Context: an optimization exercise on an open-source flow, tuned for small area. The choices shown serve that exercise and are no tape-out recipe.
The RTL was checked by simulation tests, not by an equivalence proof against the original design.
Power figures rest on the tool's default switching activity, not on a simulated workload.

== run A ==
// necir_core
module necir_core #(
    parameter [7:0] DEV_ADDR       = 8'h00,
    parameter [7:0] CMD_POWER_ON   = 8'h08,
    parameter [7:0] CMD_POWER_OFF  = 8'h09,
    parameter [7:0] CMD_MODE_COOL  = 8'h30,
    parameter [7:0] CMD_MODE_HEAT  = 8'h31,
    parameter [7:0] CMD_MODE_FAN   = 8'h32,
    parameter [7:0] CMD_MODE_DRY   = 8'h33,
    parameter [7:0] CMD_MODE_AUTO  = 8'h34,
    parameter [7:0] TEMP_BASE      = 8'h10,
    parameter [7:0] CMD_FAN_LOW    = 8'h40,
    parameter [7:0] CMD_FAN_MEDIUM = 8'h41,
    parameter [7:0] CMD_FAN_HIGH   = 8'h42,
    parameter [7:0] CMD_FAN_AUTO   = 8'h43
) (
    input             clk,
    input             rst_n,        
    input             soft_rst,     
    input             bus_req,
    input             bus_we,
    input      [1:0]  bus_size,     
    input      [11:0] bus_addr,
    input      [31:0] bus_wdata,
    output            bus_ack,
    output            bus_err,
    output reg [31:0] bus_rdata,
    output reg        tx_call,      
    output            tx_send,      
    output     [15:0] tx_freq,
    output     [15:0] tx_duty,
    output            tx_pvalid,    
    output     [15:0] tx_pdata,
    input             tx_pready,
    input             tx_rvalid,
    input             tx_rerr,
    input      [7:0]  tx_rcode
);
Size in the first run: roughly 2,200 cells after synthesis, ~1,200 flip-flops, ~150 I/O pins.
Settings: LEC_CHECK=0, CAP_MARGIN=20, CORE_MARGIN=2, CORE_UTILIZATION=40, SLEW_MARGIN=20; clock period 10.0 ns.
run.sh (not shown) runs the stock make flow with config.mk's settings and CLKGATE_MAP_FILE= SYNTH_SCRIPT=/design/flow/synth_recipe.tcl, a recipe that flattens the netlist after the stock synthesis.
> inputs changed (run A -> run B)
- putting ABC_AREA at 1 where nothing was set
==> flow/flow/run.sh (new file) <==
#!/bin/bash
# Standard ORFS layout, with CTS dummy loads disabled and the smallest buffer on the ports.
set -euo pipefail
export CTS_ARGS="-sink_clustering_enable -repair_clock_nets -dont_use_dummy_load"
export BUFFER_PORTS_ARGS="-buffer_cell sky130_fd_sc_hd__buf_1"
bash standard.sh > standard.log 2>&1
==> flow/standard.sh (new file) <==
#!/bin/bash
# synth_recipe.tcl (not shown) runs the flow's synth.tcl, then flattens the netlist and writes it again
# the make line also repeats each setting of config.mk as NAME=value (left out here)
make -C /OpenROAD-flow-scripts/flow DESIGN_CONFIG=/design/flow/config.mk WORK_HOME=/design/flow/orfs CLKGATE_MAP_FILE= SYNTH_SCRIPT=/design/flow/synth_recipe.tcl "${@:-finish}"
removed: flow/run.sh
[summary]
Summary: power spent charging and discharging nets, run B better than run A. In terms of synthesized area, run B and run A differ only marginally. As far as number of failing setup endpoints in the final timing report goes, run B and run A are indistinguishable; the numbers are identical. Measured against run B, the pin count of the biggest net entering global routing of run A comes out at 1.3 times the reference value. The area of combinational cells with multiple inputs in run A is 1.09 times that in run B. Count of non-filler cells in the finished layout is lower on run A. In the reports for run A and run B, the smaller clock power belongs to run B. Compared to run A, run B leaves more free space in the core. Summary of the comparison: wire length of the first global-routing pass is lower in run B, relative to run A. Looking only at total power consumption of the routed design, and setting everything else aside, the lower value of run A and run B goes to run B. Lower count of plain and timing-repair buffers was reported by run B, not run A.
Setup changes, run B to run C
- ABC_AREA removed (was 1)
==> flow/flow/run.sh <==
#!/bin/bash
# Standard ORFS layout; CTS with clkbuf_8 leaves and no dummy loads, smallest buffer on the ports.
set -euo pipefail
export CTS_ARGS="-sink_clustering_enable -repair_clock_nets -dont_use_dummy_load -buf_list {sky130_fd_sc_hd__clkbuf_8} -sink_clustering_size 24 -sink_clustering_max_diameter 80"
export BUFFER_PORTS_ARGS="-buffer_cell sky130_fd_sc_hd__buf_1"
bash standard.sh > standard.log 2>&1
Notes after the runs:
Run C finished every stage and its layout cleared the timing, DRC and antenna checks.
[compare] base=run B new=run C: design area went down by 5.3%; final clock period utilization by the worst path went down by 2.0 points; multi-input logic portion of the cell area climbed 2.1 points; met2 wire length lower; total power of the final layout -about 18%.
Comparing run B against run C, there is no change at all in standard-cell row count.

---

Setup of run a:
Starting RTL as in the previous note.
Settings: LEC_CHECK=0, ABC_AREA=1, CAP_MARGIN=20, CORE_MARGIN=2, CORE_UTILIZATION=40, SLEW_MARGIN=20; clock period 10.0 ns.
Stock flow here: none of the scripts above is used.
Run a reached the end of the flow, and the finished layout is clean on the timing, DRC and antenna checks.
## Diff of input files: run b against run a
==> flow/flow/run.sh (new file) <==
#!/bin/bash
# Standard ORFS layout; CTS with small clock buffers and no dummy loads, smallest buffer on the ports.
set -euo pipefail
export CTS_ARGS="-sink_clustering_enable -repair_clock_nets -dont_use_dummy_load -buf_list {sky130_fd_sc_hd__clkbuf_4 sky130_fd_sc_hd__clkbuf_8} -sink_clustering_size 16 -sink_clustering_max_diameter 60"
export BUFFER_PORTS_ARGS="-buffer_cell sky130_fd_sc_hd__buf_1"
bash standard.sh > standard.log 2>&1
==> flow/standard.sh (new file) <==
#!/bin/bash
# synth_recipe.tcl (not shown) runs the flow's synth.tcl, then flattens the netlist and writes it again
# the make line also repeats each setting of config.mk as NAME=value (left out here)
make -C /OpenROAD-flow-scripts/flow DESIGN_CONFIG=/design/flow/config.mk WORK_HOME=/design/flow/orfs CLKGATE_MAP_FILE= SYNTH_SCRIPT=/design/flow/synth_recipe.tcl "${@:-finish}"
diff --git a/flow/config.mk b/flow/config.mk
--- a/flow/config.mk
+++ b/flow/config.mk
@@ -7,3 +7,2 @@
 export LEC_CHECK = 0
-export ABC_AREA = 1
 export CAP_MARGIN = 20
removed: flow/run.sh
Results
Of run a and run b, the lower final net count belongs to run b. Run b went all the way through the flow, and no timing, DRC or antenna check failed. Run b vs run a: detailed-routing wirelength on met1 down. Relative to run a, the final cell area reported for run b is lower.

---

Another version of the RTL of necir_core (not shown whole).
For scale: roughly 2000 cells after synthesis, about 1200 flip-flops.
clock: 10.0 ns
lec_check: 0
cap_margin: 20
core_margin: 2
core_utilization: 60
slew_margin: 20
standard.sh (not shown) runs the stock make flow with config.mk's settings and CLKGATE_MAP_FILE= SYNTH_SCRIPT=/design/flow/synth_recipe.tcl, a recipe that flattens the netlist after the stock synthesis.
==> flow/flow/run.sh <==
#!/bin/bash
# Standard ORFS layout; CTS with one clock buffer size, larger sink clusters and no dummy
# loads; the smallest buffer on the ports. Output goes to standard.log.
set -euo pipefail
export CTS_ARGS="-sink_clustering_enable -repair_clock_nets -dont_use_dummy_load -buf_list {sky130_fd_sc_hd__clkbuf_16} -sink_clustering_size 36 -sink_clustering_max_diameter 55"
export BUFFER_PORTS_ARGS="-buffer_cell sky130_fd_sc_hd__buf_1"
bash standard.sh > standard.log 2>&1
Next try:
==> flow/flow/run.sh (replaced) <==
#!/bin/bash
# Standard ORFS layout; CTS with one clock buffer size, larger sink clusters and no dummy
# loads; the smallest buffer on the ports. Output goes to standard.log.
set -euo pipefail
export CTS_ARGS="-sink_clustering_enable -repair_clock_nets -dont_use_dummy_load -buf_list {sky130_fd_sc_hd__clkbuf_16} -sink_clustering_size 32 -sink_clustering_max_diameter 45"
export BUFFER_PORTS_ARGS="-buffer_cell sky130_fd_sc_hd__buf_1"
bash standard.sh > standard.log 2>&1
=> Synthesized cell count does not change; sequential share of layout area is lower by 2.1 points; count of clock-buffer cells in the layout rose by 34; fmax barely changes; first-iteration DRC count drops by 4.9%.
Next try:
==> flow/flow/run.sh (replaced) <==
#!/bin/bash
# The standard ORFS layout (standard.sh) with three changes:
#  - synthesis maps the combinational logic with an area-oriented ABC script
#    (flow/my_synth.tcl, flow/area.abc); registers are mapped as in the standard synthesis;
#  - CTS uses clkbuf_8 with larger sink clusters and no dummy loads;
#  - the ports are buffered with the smallest buffer (buf_1).
# All tool output goes to standard.log; ORFS keeps its per-step logs under orfs/logs.
set -euo pipefail
here=$(pwd)
sed "s#SYNTH_SCRIPT=[^ ]*#SYNTH_SCRIPT=$here/flow/my_synth.tcl#" standard.sh > my_standard.sh
grep -q "SYNTH_SCRIPT=$here/flow/my_synth.tcl" my_standard.sh
export CTS_ARGS="-sink_clustering_enable -repair_clock_nets -dont_use_dummy_load -buf_list {sky130_fd_sc_hd__clkbuf_8} -sink_clustering_size 20 -sink_clustering_max_diameter 50"
export BUFFER_PORTS_ARGS="-buffer_cell sky130_fd_sc_hd__buf_1"
bash my_standard.sh > standard.log 2>&1
==> flow/flow/area.abc (new file) <==
strash
&get -n
&deepsyn -T 30
&put
dch -f
map -a
mfs2 -W 6 -F 4
strash
dc2
dch -f
map -a
topo
==> flow/flow/my_synth.tcl (new file) <==
# The standard synthesis (synth_recipe.tcl, unchanged), except that Yosys's abc pass
# maps the combinational logic with an area-oriented ABC script (area.abc). Flip-flops are
# mapped before abc, so the registers, their names and cell types are the standard ones.
set ::my_abc_script [file join [file dirname [file normalize [info script]]] area.abc]
proc abc {args} {
  set i [lsearch -exact $args -script]
  if { $i >= 0 } { lset args [expr {$i + 1}] $::my_abc_script }
  yosys abc {*}$args
}
source [file join [file dirname [file dirname [file normalize [info script]]]] synth_recipe.tcl]
Effect: The new run finished with timing, DRC and antenna clean. Sequential cell count is unchanged. Power shrinks by roughly a tenth. Register-to-register slack gets worse by 0.47 ns. Count of clock-buffer cells in the layout decreases by 9. Synthesized cell count decreases by a few percent. Setup slack degrades by 1.0 ns. Non-clock buffer count decreases by 3.

afterwards: timing with drivers on the ports:
The flow's constraints put no driver on any port. The routed layouts listed below were extracted and timed again, unchanged, in two steps.
Step 1 (the two cells are an assumption about what drives the block):
set clk [get_ports {clk}]
set_driving_cell -lib_cell sky130_fd_sc_hd__clkbuf_16 $clk
set_driving_cell -lib_cell sky130_fd_sc_hd__buf_2 [delete_from_list [all_inputs] $clk]
Step 2, shift: input delay + t, output delay - t, t = (earliest + latest rising clock arrival at the registers) / 2. This alone moves slack from input paths to output paths.
Three values: ideal ports, drivers, drivers and shift; two values: the first two.
run | t (ns) | setup WS [ns] | worst hold slack (ns) | cell pins on the clock port's net
run A of note 1 | 0.718 | 2.556 / 2.512 / 2.512 | 0.309 / 0.309 / 0.309 | 1
run B of note 1 | 0.697 | 2.878 / 2.852 / 2.852 | 0.255 / 0.255 / 0.255 | 1
run C of note 1 | 0.697 | 3.082 / 3.052 / 3.052 | 0.238 / 0.238 / 0.238 | 1
run a of note 2 | 0.720 | 1.959 / 1.916 / 1.916 | 0.313 / 0.313 / 0.313 | 1
run b of note 2 | 0.697 | 3.040 / 3.011 / 3.011 | 0.268 / 0.268 / 0.268 | 1
the first run of note 3 | 0.648 | 2.928 / 2.909 / 2.909 | 0.253 / 0.253 / 0.253 | 1
the second run of note 3 | 0.654 | 2.907 / 2.888 / 2.888 | 0.276 / 0.276 / 0.276 | 1
the third run of note 3 | 0.688 | 1.861 / 1.841 / 1.841 | 0.289 / 0.289 / 0.289 | 1
After both steps setup and hold are still met in every run listed. For run A of note 1, which loses most, drivers alone change the setup slack by -0.044 ns; drivers and shift together by -0.044 ns.
